This is an optimization exercise on Yosys and OpenROAD, whose aim is a short achievable clock period and few clock cycles per item, not a production implementation.
Only simulation tests tie the RTL to the original design; equivalence was not proved.
No activity file was given, so power comes from the tool's default toggle rates.

### run.sh
#!/bin/bash
# synth_recipe.tcl (not shown) runs the flow's synth.tcl, then flattens the netlist and writes it again
# the make line also repeats each setting of config.mk as NAME=value (left out here)
make -C /OpenROAD-flow-scripts/flow DESIGN_CONFIG=/design/flow/config.mk WORK_HOME=/design/flow/orfs CLKGATE_MAP_FILE= SYNTH_SCRIPT=/design/flow/synth_recipe.tcl finish
### constraint.sdc
create_clock -name core_clock -period 8.0 [get_ports {clk}]
set_input_delay 1.6000 -clock core_clock [delete_from_list [all_inputs] [get_ports {clk}]]
set_output_delay 1.6000 -clock core_clock [all_outputs]
set_load 0.01 [all_outputs]
### config.mk
export PLATFORM = sky130hd
export DESIGN_NAME = ansc
export DESIGN_NICKNAME = ansc
export VERILOG_FILES = /design/flow/design.v
export SDC_FILE = /design/flow/constraint.sdc
export NUM_CORES = 4
export LEC_CHECK = 0
export ABC_CLOCK_PERIOD_IN_PS = 2000
export CAP_MARGIN = 20
export CORE_MARGIN = 2
export CORE_UTILIZATION = 40
export SETUP_SLACK_MARGIN = 3.5
export SLEW_MARGIN = 20
### design.v
module ansc (
    input  wire        clk,
    input  wire        rst,           
    input  wire        cmd_valid,
    input  wire [63:0] cmd_word,
    output wire        cmd_ready,
    input  wire [11:0] reg_addr,
    output reg  [31:0] reg_rdata,
    output wire        fb_en,
    output wire        fb_we,
    output wire [15:0] fb_addr,
    output wire [7:0]  fb_wdata,
    input  wire [7:0]  fb_rdata
);
    localparam NSLOT       = 4;
    localparam MAX_PAYLOAD = 32;
    localparam OP_CKCLR   = 4'h1;
    localparam OP_CKBYTE  = 4'h2;
    localparam OP_CKBUF   = 4'h3;
    localparam OP_SEGNEW  = 4'h4;
    localparam OP_SEGSER  = 4'h5;
    localparam OP_SEGDES  = 4'h6;
    localparam OP_SEGCLR  = 4'h7;
    localparam OP_SETRXF  = 4'h8;
    localparam OP_SETTXF  = 4'h9;
    localparam OP_SETTXS  = 4'hA;
    localparam OP_MARKTXC = 4'hB;
    localparam C_OK        = 8'h00;
    localparam C_MALFORMED = 8'h01;
    localparam C_ILLEGAL   = 8'h10;
    localparam C_SLOT      = 8'h11;
    localparam C_NOSEG     = 8'h12;
    localparam C_RANGE     = 8'h13;
    localparam C_CAPACITY  = 8'h14;
    reg [3:0]  sum0, sum1;
    reg [7:0]  status_code;
    reg        status_err;
    reg [16:0] reslen;
    reg        s_valid [0:NSLOT-1];
    reg        s_syn   [0:NSLOT-1];
    reg [6:0]  s_seq   [0:NSLOT-1];
    reg        s_ack   [0:NSLOT-1];
    reg [6:0]  s_ackn  [0:NSLOT-1];
    reg [5:0]  s_plen  [0:NSLOT-1];
    reg [5:0]  s_thr   [0:NSLOT-1];    
    reg        s_rxf_v [0:NSLOT-1];
    reg [31:0] s_rxf   [0:NSLOT-1];
    reg        s_txf_v [0:NSLOT-1];
    reg [31:0] s_txf   [0:NSLOT-1];
    reg        s_txs_v [0:NSLOT-1];
    reg [31:0] s_txs   [0:NSLOT-1];
    reg        s_txc   [0:NSLOT-1];
    reg [7:0]  payload [0:NSLOT*MAX_PAYLOAD-1];
    reg        busy;         
    reg [15:0] bcnt;         
    reg        acc_en;       
    reg        acc_we;       
    reg [15:0] acc_left;     
    reg [15:0] acc_addr;     
    reg [7:0]  wdata_q;      
    reg [4:0]  widx;         
    reg [1:0]  x_slot;       
    reg        cap_v;        
    reg        cap_ck;       
    reg        cap_des;      
    reg [5:0]  cap_idx;      
    assign cmd_ready = !busy;
    wire        accept  = !busy && cmd_valid;
    wire [3:0]  w_op    = cmd_word[63:60];
    wire [3:0]  w_slot  = cmd_word[59:56];
    wire [15:0] w_addr  = cmd_word[31:16];
    wire [15:0] w_len   = cmd_word[15:0];
    wire [1:0]  ws      = w_slot[1:0];
    integer i;
    reg illegal;
    always @(*) begin
        case (w_op)
            OP_CKCLR:   illegal = (cmd_word[59:0] != 60'd0);
            OP_CKBYTE:  illegal = (cmd_word[59:8] != 52'd0);
            OP_CKBUF:   illegal = (cmd_word[59:32] != 28'd0);
            OP_SEGNEW:  illegal = (cmd_word[37:32] != 6'd0);
            OP_SEGSER:  illegal = (cmd_word[55:32] != 24'd0) || (cmd_word[15:0] != 16'd0);
            OP_SEGDES:  illegal = (cmd_word[55:32] != 24'd0);
            OP_SEGCLR:  illegal = (cmd_word[55:0] != 56'd0);
            OP_SETRXF,
            OP_SETTXF,
            OP_SETTXS:  illegal = (cmd_word[55:32] != 24'd0);
            OP_MARKTXC: illegal = (cmd_word[55:0] != 56'd0);
            default:    illegal = 1'b1;
        endcase
    end
    wire uses_slot = (w_op >= OP_SEGNEW) && (w_op <= OP_MARKTXC);
    wire needs_seg = (w_op == OP_SEGSER) || (w_op >= OP_SETRXF && w_op <= OP_MARKTXC);
    wire bad_slot  = (w_slot[3:2] != 2'b00);
    wire no_seg    = !s_valid[ws];
    wire [16:0] addr_plus_len = {1'b0, w_addr} + {1'b0, w_len};
    wire        len_range_err = addr_plus_len > 17'h10000;
    wire        addr_top      = (w_addr[15:6] == 10'h3FF);
    wire        ser_range_err = addr_top && (w_addr[5:0] > s_thr[ws]);
    reg range_err;
    always @(*) begin
        case (w_op)
            OP_CKBUF, OP_SEGNEW, OP_SEGDES: range_err = len_range_err;
            OP_SEGSER:                      range_err = ser_range_err;
            default:                        range_err = 1'b0;
        endcase
    end
    wire malformed = (w_op == OP_SEGDES) && (w_len < 16'd2);
    reg cap_err;
    always @(*) begin
        case (w_op)
            OP_SEGNEW: cap_err = w_len > MAX_PAYLOAD;
            OP_SEGDES: cap_err = (w_len - 16'd2) > MAX_PAYLOAD;
            default:   cap_err = 1'b0;
        endcase
    end
    reg [7:0] exec_code;
    always @(*) begin
        if (illegal)                    exec_code = C_ILLEGAL;
        else if (uses_slot && bad_slot) exec_code = C_SLOT;
        else if (needs_seg && no_seg)   exec_code = C_NOSEG;
        else if (range_err)             exec_code = C_RANGE;
        else if (malformed)             exec_code = C_MALFORMED;
        else if (cap_err)               exec_code = C_CAPACITY;
        else                            exec_code = C_OK;
    end
    wire z_slot  = (cmd_word[59:56] == 4'd0);
    wire z_55_40 = (cmd_word[55:40] == 16'd0);
    wire z_39_38 = (cmd_word[39:38] == 2'd0);
    wire z_37_32 = (cmd_word[37:32] == 6'd0);
    wire z_31_16 = (cmd_word[31:16] == 16'd0);
    wire z_15_8  = (cmd_word[15:8] == 8'd0);
    wire z_7_0   = (cmd_word[7:0] == 8'd0);
    wire z_55_32 = z_55_40 && z_39_38 && z_37_32;
    wire slot_lo = (w_slot[3:2] == 2'b00);
    wire op1 = (w_op == OP_CKCLR);
    wire op2 = (w_op == OP_CKBYTE);
    wire op3 = (w_op == OP_CKBUF);
    wire op4 = (w_op == OP_SEGNEW);
    wire op5 = (w_op == OP_SEGSER);
    wire op6 = (w_op == OP_SEGDES);
    wire op7 = (w_op == OP_SEGCLR);
    wire op8 = (w_op == OP_SETRXF);
    wire op9 = (w_op == OP_SETTXF);
    wire opA = (w_op == OP_SETTXS);
    wire opB = (w_op == OP_MARKTXC);
    wire [6:0] small_sum   = {1'b0, w_addr[5:0]} + {1'b0, w_len[5:0]};
    wire       small_range = addr_top && (small_sum > 7'd64);
    wire       len_hi_z    = (w_len[15:6] == 10'd0);
    wire       len_le32    = len_hi_z && (w_len[5:0] <= 6'd32);
    wire       len_2_34    = len_hi_z && (w_len[5:0] >= 6'd2) && (w_len[5:0] <= 6'd34);
    wire       len_nz      = (w_len != 16'd0);
    wire       len_ge2     = (w_len[15:1] != 15'd0);
    wire s_ok     = slot_lo && s_valid[ws];
    wire ok_ckclr  = op1 && z_slot && z_55_32 && z_31_16 && z_15_8 && z_7_0;
    wire ok_ckbyte = op2 && z_slot && z_55_32 && z_31_16 && z_15_8;
    wire ok_ckbuf  = op3 && z_slot && z_55_32 && !len_range_err;
    wire ok_segnew = op4 && z_37_32 && slot_lo && len_le32 && !small_range;
    wire ok_segdes = op6 && z_55_32 && slot_lo && len_2_34 && !small_range;
    wire ok_segclr = op7 && z_55_32 && z_31_16 && z_15_8 && z_7_0 && slot_lo;
    wire ok_setrxf = op8 && z_55_32 && s_ok;
    wire ok_settxf = op9 && z_55_32 && s_ok;
    wire ok_settxs = opA && z_55_32 && s_ok;
    wire ok_marktxc = opB && z_55_32 && z_31_16 && z_15_8 && z_7_0 && s_ok;
    reg [3:0] ser_fit;
    always @(*) begin
        for (i = 0; i < NSLOT; i = i + 1)
            ser_fit[i] = s_valid[i] && !(addr_top && (w_addr[5:0] > s_thr[i]));
    end
    wire ok_segser = op5 && slot_lo && z_55_32 && z_15_8 && z_7_0 && ser_fit[ws];
    function [3:0] rotl;
        input [3:0] x;
        rotl = {x[2:0], x[3]};
    endfunction
    function [3:0] eac_add;       
        input [3:0] a;
        input [3:0] b;
        reg   [4:0] t;
        begin
            t = {1'b0, a} + {1'b0, b};
            eac_add = t[3:0] + {3'd0, t[4]};
        end
    endfunction
    function [3:0] canon;         
        input [3:0] x;
        canon = (x == 4'hF) ? 4'h0 : x;
    endfunction
    function [7:0] ck_byte;       
        input [3:0] s0;
        input [3:0] t1;           
        input [7:0] b;
        reg   [3:0] c0s, c0c, c1s, c1c;
        begin
            c0s = s0 ^ b[7:4] ^ b[3:0];
            c0c = (s0 & b[7:4]) | (s0 & b[3:0]) | (b[7:4] & b[3:0]);
            c1s = t1 ^ rotl(b[7:4]) ^ b[3:0];
            c1c = (t1 & rotl(b[7:4])) | (t1 & b[3:0]) | (rotl(b[7:4]) & b[3:0]);
            ck_byte = {canon(eac_add(c1s, rotl(c1c))), canon(eac_add(c0s, rotl(c0c)))};
        end
    endfunction
    wire [3:0] ck_t1  = eac_add(sum1, rotl(sum0));
    wire [7:0] ck_cmd = ck_byte(sum0, ck_t1, cmd_word[7:0]);
    wire [7:0] ck_mem = ck_byte(sum0, ck_t1, fb_rdata);
    assign fb_en    = acc_en | accept;
    assign fb_we    = acc_we | (accept && ok_segser);
    assign fb_addr  = busy ? acc_addr : w_addr;
    assign fb_wdata = busy ? wdata_q : {s_syn[ws], s_seq[ws]};
    wire        rd_cmd    = (ok_ckbuf || ok_segnew || ok_segdes) && len_nz;
    wire [15:0] len_m1    = w_len - 16'd1;
    wire [5:0]  ser_plen  = s_plen[ws];
    wire        acc_busy  = (ok_ckbuf && len_nz) || (ok_segnew && len_ge2) || ok_segdes ||
                            ok_segser;
    reg [15:0] acc_bcnt;       
    always @(*) begin
        if (ok_ckbuf)
            acc_bcnt = w_len;
        else if (ok_segdes && (w_len == 16'd2))
            acc_bcnt = 16'd2;
        else if (ok_segser)
            acc_bcnt = {10'd0, ser_plen} + 16'd1;
        else
            acc_bcnt = len_m1;
    end
    wire       pay_we     = cap_v && !cap_ck && (cap_idx >= 6'd2);
    wire [5:0] cap_idx_m2 = cap_idx - 6'd2;
    wire [6:0] pay_wr_idx = {x_slot, cap_idx_m2[4:0]};
    always @(posedge clk) begin
        if (pay_we)
            payload[pay_wr_idx] <= fb_rdata;
    end
    always @(posedge clk) begin
        if (rst) begin
            busy        <= 1'b0;
            bcnt        <= 16'd0;
            acc_en      <= 1'b0;
            acc_we      <= 1'b0;
            acc_left    <= 16'd0;
            acc_addr    <= 16'd0;
            wdata_q     <= 8'd0;
            widx        <= 5'd0;
            x_slot      <= 2'd0;
            cap_v       <= 1'b0;
            cap_ck      <= 1'b0;
            cap_des     <= 1'b0;
            cap_idx     <= 6'd0;
            sum0        <= 4'd0;
            sum1        <= 4'd0;
            status_code <= 8'd0;
            status_err  <= 1'b0;
            reslen      <= 17'd0;
            for (i = 0; i < NSLOT; i = i + 1) begin
                s_valid[i] <= 1'b0;
                s_syn[i]   <= 1'b0;
                s_seq[i]   <= 7'd0;
                s_ack[i]   <= 1'b0;
                s_ackn[i]  <= 7'd0;
                s_plen[i]  <= 6'd0;
                s_thr[i]   <= 6'd62;
                s_rxf_v[i] <= 1'b0;
                s_rxf[i]   <= 32'd0;
                s_txf_v[i] <= 1'b0;
                s_txf[i]   <= 32'd0;
                s_txs_v[i] <= 1'b0;
                s_txs[i]   <= 32'd0;
                s_txc[i]   <= 1'b0;
            end
        end else begin
            if (cap_v) begin
                cap_idx <= cap_idx + 6'd1;
                if (cap_ck) begin
                    sum0 <= ck_mem[3:0];
                    sum1 <= ck_mem[7:4];
                end else if (cap_des && cap_idx == 6'd0) begin
                    s_syn[x_slot] <= fb_rdata[7];
                    s_seq[x_slot] <= fb_rdata[6:0];
                end else if (cap_des && cap_idx == 6'd1) begin
                    s_ack[x_slot]  <= fb_rdata[7];
                    s_ackn[x_slot] <= fb_rdata[6:0];
                end
            end
            cap_v <= acc_en && !acc_we;
            if (busy) begin
                bcnt <= bcnt - 16'd1;
                busy <= (bcnt != 16'd1);
                if (acc_en) begin
                    acc_addr <= acc_addr + 16'd1;
                    acc_left <= acc_left - 16'd1;
                    acc_en   <= (acc_left != 16'd0);
                    acc_we   <= acc_we && (acc_left != 16'd0);
                    wdata_q  <= payload[{x_slot, widx}];
                    widx     <= widx + 5'd1;
                end
            end
            if (accept) begin
                status_code <= exec_code;
                if (exec_code[4]) status_err <= 1'b1;
                busy     <= acc_busy;
                bcnt     <= acc_bcnt;
                x_slot   <= ws;
                acc_addr <= w_addr + 16'd1;
                widx     <= 5'd0;
                wdata_q  <= {s_ack[ws], s_ackn[ws]};
                cap_ck   <= op3;
                cap_des  <= op6;
                cap_idx  <= op4 ? 6'd2 : 6'd0;
                cap_v    <= rd_cmd;
                acc_left <= ok_segser ? {10'd0, ser_plen} : len_m1 - 16'd1;
                acc_en   <= (rd_cmd && len_ge2) || ok_segser;
                acc_we   <= ok_segser;
                if (ok_ckclr) begin
                    sum0 <= 4'd0;
                    sum1 <= 4'd0;
                end
                if (ok_ckbyte) begin
                    sum0 <= ck_cmd[3:0];
                    sum1 <= ck_cmd[7:4];
                end
                if (ok_segser)
                    reslen <= {11'd0, ser_plen} + 17'd2;
                for (i = 0; i < NSLOT; i = i + 1) begin
                    if (ws == i) begin
                        if (ok_segnew || ok_segdes || ok_segclr) begin
                            s_valid[i] <= !ok_segclr;
                            s_rxf_v[i] <= 1'b0;
                            s_rxf[i]   <= 32'd0;
                            s_txf_v[i] <= 1'b0;
                            s_txf[i]   <= 32'd0;
                            s_txs_v[i] <= 1'b0;
                            s_txs[i]   <= 32'd0;
                            s_txc[i]   <= 1'b0;
                        end
                        if (ok_segnew) begin
                            s_syn[i]  <= cmd_word[39];
                            s_seq[i]  <= cmd_word[54:48];
                            s_ack[i]  <= cmd_word[38];
                            s_ackn[i] <= cmd_word[46:40];
                            s_plen[i] <= w_len[5:0];
                            s_thr[i]  <= 6'd62 - w_len[5:0];
                        end
                        if (ok_segdes) begin
                            s_plen[i] <= w_len[5:0] - 6'd2;
                            s_thr[i]  <= 6'd0 - w_len[5:0];
                        end
                        if (ok_segclr) begin
                            s_syn[i]  <= 1'b0;
                            s_seq[i]  <= 7'd0;
                            s_ack[i]  <= 1'b0;
                            s_ackn[i] <= 7'd0;
                            s_plen[i] <= 6'd0;
                            s_thr[i]  <= 6'd62;
                        end
                        if (ok_setrxf) begin
                            s_rxf[i]   <= cmd_word[31:0];
                            s_rxf_v[i] <= 1'b1;
                        end
                        if (ok_settxf) begin
                            s_txf[i]   <= cmd_word[31:0];
                            s_txf_v[i] <= 1'b1;
                        end
                        if (ok_settxs) begin
                            s_txs[i]   <= cmd_word[31:0];
                            s_txs_v[i] <= 1'b1;
                        end
                        if (ok_marktxc)
                            s_txc[i] <= 1'b1;
                    end
                end
            end
        end
    end
    wire [1:0] r_slot = reg_addr[4:3];
    always @(*) begin
        reg_rdata = 32'd0;
        if (reg_addr[11:5] == 7'b0001000) begin        
            case (reg_addr[2:0])
                3'd0: reg_rdata = {s_valid[r_slot], 15'd0, s_syn[r_slot], s_seq[r_slot],
                                   s_ack[r_slot], s_ackn[r_slot]};
                3'd1: reg_rdata = {26'd0, s_plen[r_slot]};
                3'd2: reg_rdata = {28'd0, s_txs_v[r_slot], s_txf_v[r_slot],
                                   s_rxf_v[r_slot], s_txc[r_slot]};
                3'd3: reg_rdata = s_rxf[r_slot];
                3'd4: reg_rdata = s_txf[r_slot];
                3'd5: reg_rdata = s_txs[r_slot];
                default: reg_rdata = 32'd0;
            endcase
        end else begin
            case (reg_addr)
                12'h000: reg_rdata = {23'd0, status_err, status_code};
                12'h001: reg_rdata = {24'd0, sum1, sum0};
                12'h002: reg_rdata = {15'd0, reslen};
                12'h003: reg_rdata = NSLOT;
                12'h004: reg_rdata = MAX_PAYLOAD;
                12'h005: reg_rdata = 32'h0001_0000;
                default: reg_rdata = 32'd0;
            endcase
        end
    end
endmodule
==> run notes <==
----------------------------------------------------
[Synth]
  Nets in the synthesized netlist ... 5938
  Synth Cell Area ... 73400 um^2
  Number of warnings reported in the yosys synthesis log ... 11
  Share of synthesized area occupied by flip-flops and latches ... 59.3%
  Cell with the most instances after synthesis ... edfxtp_1
  Top post-synthesis cells by area ... edfxtp_1 44%, dfxtp_1 15%, mux4_2 13%, nand2_1 3.2%, a21oi_1 3.2%
  Synthesized area divided by synthesized cell count ... 12.8 um^2
  Asr flop ratio synth ... 0%
  Synth Instances ... 5726
  Most area-hungry cell type in the Yosys netlist ... edfxtp_1
  EDFF count, synth ... 1088
  Area fraction of the dominant cell type after synthesis ... 44.5%
  Primary FF master, synth ... edfxtp_1
  Synth unique cells ... 88
  Register bit total from synthesis ... 1631
  Leading post-synthesis cells by instance count ... 1088 x edfxtp_1, 629 x nand2_1, 543 x dfxtp_1

[Floorplanning]
  Starting utilization of the core area ... 40.2%
  Number of placed I/O pins ... 146
  Number of cell rows ... 157
  Full die area ... 187000 um^2
  DIE HEIGHT ... 432 um
  Placeable core region ... 183000 um^2
  Width of the chip ... 432 um

[Pwr]
  Peak supply drop ... 0.235 mV
  Reported leakage power ... 29.6 nW
  Power per standard cell area ... 201 nW/um^2
  Design Power ... 18.2 mW

[CTS]
  Clock latency at the later pin of the worst-skew pair ... 0.83 ns
  Hold-fix buffers at CTS ... 0
  Number of buffers created by CTS ... 170
  Clock tree from TritonCTS ... yes
  Root buffer selected by CTS ... clkbuf_16
  Number of sinks handled by clock tree synthesis ... 1631
  Clock-pin slew on the worst setup and hold paths ... 0.06 ns
  Htree depth ... 4
  Maximum root-to-sink buffer count ... 3

[STA]
  Skew final ... 0.0536 ns
  Fin. Hold Viols ... 0
  Final max-slew violation count ... 0
  Final critical delay including setup and external delays ... 5.13 ns
  Worst slew margin ... 13.9%
  Final setup slack of the worst path ... 2.87 ns
  Actual slew at the worst max-slew pin ... 1.29 ns
  Setup violators final ... 0
  RSZ-0062 raised after global routing ... true
  Peak Freq ... 195 MHz
  Final clock period utilization by the worst path ... 64.1%
  Post-Route Setup TNS ... 0 ns

[Detailed routing]
  Vias post-DR ... 52858
  Final WL ... 246 mm
  # DRC ... 0
  Initial DRT Pass Iterations ... 7
  Count of antenna-violating nets left after detailed routing ... 0
  Starting DRT DRC Count ... 6406
  Average wire per standard cell ... 28.8 um
  DR vias/cell ... 6.18

[Place]
  IO Port Bufs ... 145
  Placement Setup Slack ... 1.07 ns
  Routability congestion estimate ... 0.923
  Placed wire-length estimate after detailed placement ... 138 mm
  Placed Area ... 77800 um^2
  Placed cells ... 7912

[Critical path]
  Highest net fanout along the worst path ... 6
  Capture instance of the worst register-to-register path ... sum1[3]$_SDFF_PP0_
  Cell at the slowest stage of the critical path ... mux4_2
  CP endpoint kind ... output port
  Data arrival time of the worst path ... 3.53 ns
  Critical path, cell by cell ... clkbuf_16 -> buf_16 -> mux4_2 -> mux2i_1 -> o21ai_2 -> a222oi_1 -> o22ai_2 -> buf_2
  Startpoint Class ... primary input
  Crit path kind ... in -> out
  Top cell family by delay on the critical path ... multiplexers
  FF-to-FF setup slack ... 3.42 ns
  WP buf/inv ... 3
  Origin of the critical flop-to-flop path ... sum1[0]$_SDFF_PP0_
  Depth of the worst register-to-register path ... 24
  Required time at the endpoint of the critical path ... 6.40 ns
  CP max stage delay ... 0.55 ns

[GRT]
  Global Route Usage Sum ... 24.8%
  Largest net degree at the start of global routing ... 130
  Initial antenna violation count ... 12
  Via count of the first global-routing pass ... 50190
  Leftover overflow at the end of global routing ... 0
  First-pass GRT wire length ... 344 mm

[Layout]
  Filler Cell Count ... 15478
  NumNets Final ... 6238
  Fin area ... 90600 um^2
  Layout cells sized above 1 ... 28.9%
  Layout overhead on the synthesized area ... 23.4%
  Number of cells in the finished layout apart from fillers ... 8559

[Worst hold path]
  Number of cells on the worst hold path ... 2
  Min-delay worst type ... reg -> reg
  Worst min-delay path startpoint ... s_txf[3][27]$_SDFFE_PP0P_
  Hold-critical path endpoint ... s_txf[3][27]$_SDFFE_PP0P_

[Job]
  MaxCap Viol Count ... 0

[Outcome]
  Status ... no timing/DRC/antenna violations

----------------------------------------------------
-- worst reg2reg max path: cells and delay by family (launching register included) --
| kind | cells | cell delay, ns |
|---|---|---|
| adder cells (fa/ha/maj) | 8 | 1.83 |
| flip-flops | 1 | 0.37 |
| AO/OA/AOI/OAI | 5 | 0.81 |
| buffers and inverters | 2 | 0.08 |
| AND/OR/NAND/NOR | 6 | 0.65 |
| XOR/XNOR | 3 | 0.69 |
-- worst max-delay path by stage --
stage / start / end / slack (ns) / depth (start not counted)
2_1_floorplan: cmd_word[0] / s_thr[0][5]$_SDFFE_PP1P_ / 3.08 / 17
3_3_place_gp: cmd_word[22] / s_seq[0][5]$_DFFE_PP_ / 0.99 / 11
6_report: reg_addr[3] / reg_rdata[2] / 2.87 / 8
4_1_cts: cmd_word[51] / fb_we / 2.86 / 10
3_5_place_dp: cmd_word[22] / s_ackn[0][2]$_DFFE_PP_ / 1.07 / 11
5_1_grt: cmd_word[61] / fb_we / 2.84 / 10
-- layer usage --
layer	track usage [%]	vias to the layer above	share of wire [%]
li1	-	22393	-
met1	32.7	26857	38
met2	39.7	2930	47
met3	4.51	676	8.6
met4	12.2	2	6.1
met5	0	-	0.0057
-- placed cells by master (no fill, tap or decap), types with 32 or more instances in the layout --
master and instances:
buf_4 239, o211ai_1 32, buf_12 71, a21oi_1 346, ha_1 80, a32oi_1 50
xnor2_1 58, o21ai_0 80, buf_2 44, dfxtp_1 533, mux2i_1 72, clkbuf_16 202
nand2_4 91, a22o_1 77, buf_6 85, nand2_1 511, nand3_1 385, nor3_1 63
a21oi_2 114, mux4_2 436, nor2_1 393, inv_1 85, edfxtp_1 1088, clkbuf_1 40
xor2_1 52
-- flip-flops by register name, indices dropped and copies added, names as in the netlist, 5 cells and up --
name / cells
acc_addr: 16
reslen: 7
s_thr: 21
widx: 5
s_txs: 128
s_rxf: 128
payload: 1024
s_txf: 128
wdata_q: 8
s_plen: 23
acc_left: 16
bcnt: 16
cap_idx: 6
s_ackn: 28
s_seq: 28
-- timing repair --
| action | CTS | global route |
|---|---|---|
| gates cloned | 31 | 31 |
| pin swaps | 135 | 279 |
| setup endpoints to repair | 673 | 600 |
| buffers inserted | 169 | 95 |
| gates resized for setup | 689 | 576 |
-- cells by family after synthesis --
| group | after synthesis | synth area share (%) |
|---|---|---|
| muxes | 532 | 14.7 |
| adders and majority gates | 126 | 2.38 |
| xor gates and xnor gates | 120 | 1.43 |
| AOI/OAI and AO/OA | 1022 | 8.78 |
| DFF | 1631 | 59.3 |
| buffers and inverters | 573 | 2.97 |
| and+or+nand+nor | 1722 | 10.4 |
-- area by class of cell --
type,instances,area [um^2],area share [%]
Timing Repair Buffer,602,7220,7.97
Clock inverter,73,704,0.777
Clock buffer,241,4880,5.39
Sequential cell,1631,43600,48.1
Multi-Input combinational cell,3526,30900,34.1
Antenna cell,6,15.0,0.0166
Inverter,95,387,0.427
Tap cell,2385,2980,3.29
-- power breakdown --
| part | switching (mW) | internal (mW) | leakage (nW) | total, mW |
|---|---|---|---|---|
| clock network | 3.42 | 4.55 | 2.74 | 7.97 |
| logic | 0.785 | 0.457 | 12.7 | 1.24 |
| registers | 0.0285 | 9.01 | 14.2 | 9.03 |
-- per-stage QoR --
| stage | util [%] | hold WS [ns] |
|---|---|---|
| after floorplan | - | 0.427 |
| after global placement | 42.6 | 0.434 |
| after detailed placement | 42.6 | 0.440 |
| after CTS | 47.6 | 0.448 |
| after global routing | 49.6 | 0.466 |
| final | 49.6 | 0.449 |
Testbench counts, summed over its fixed seeds: cycles 44,229, cmds 4,000.

port drivers added, routing unchanged:
The flow's constraints put no driver on any port. The routed layout listed below was extracted and timed again, unchanged, in two steps.
Step 1 (the two cells are an assumption about what drives the block):
set clk [get_ports {clk}]
set_driving_cell -lib_cell sky130_fd_sc_hd__clkbuf_16 $clk
set_driving_cell -lib_cell sky130_fd_sc_hd__buf_2 [delete_from_list [all_inputs] $clk]
Step 2 adds t to the input delays and takes it off the output delays; t is the mean of the earliest and latest rising clock arrival at the registers after step 1. Input paths then give back, and output paths get back, about the clock's delay inside the block.
Slacks: ideal ports / drivers / drivers and shift; pairs: ideal ports / drivers.
shift t [ns]: 0.887
setup WS [ns]: 2.869 / 2.663 / 2.252
worst setup path at the end: input to register
cell pins on the clock port's net: 1
After both steps setup and hold are still met in this run. For this run, drivers alone change the setup slack by -0.206 ns; drivers and shift together by -0.617 ns.
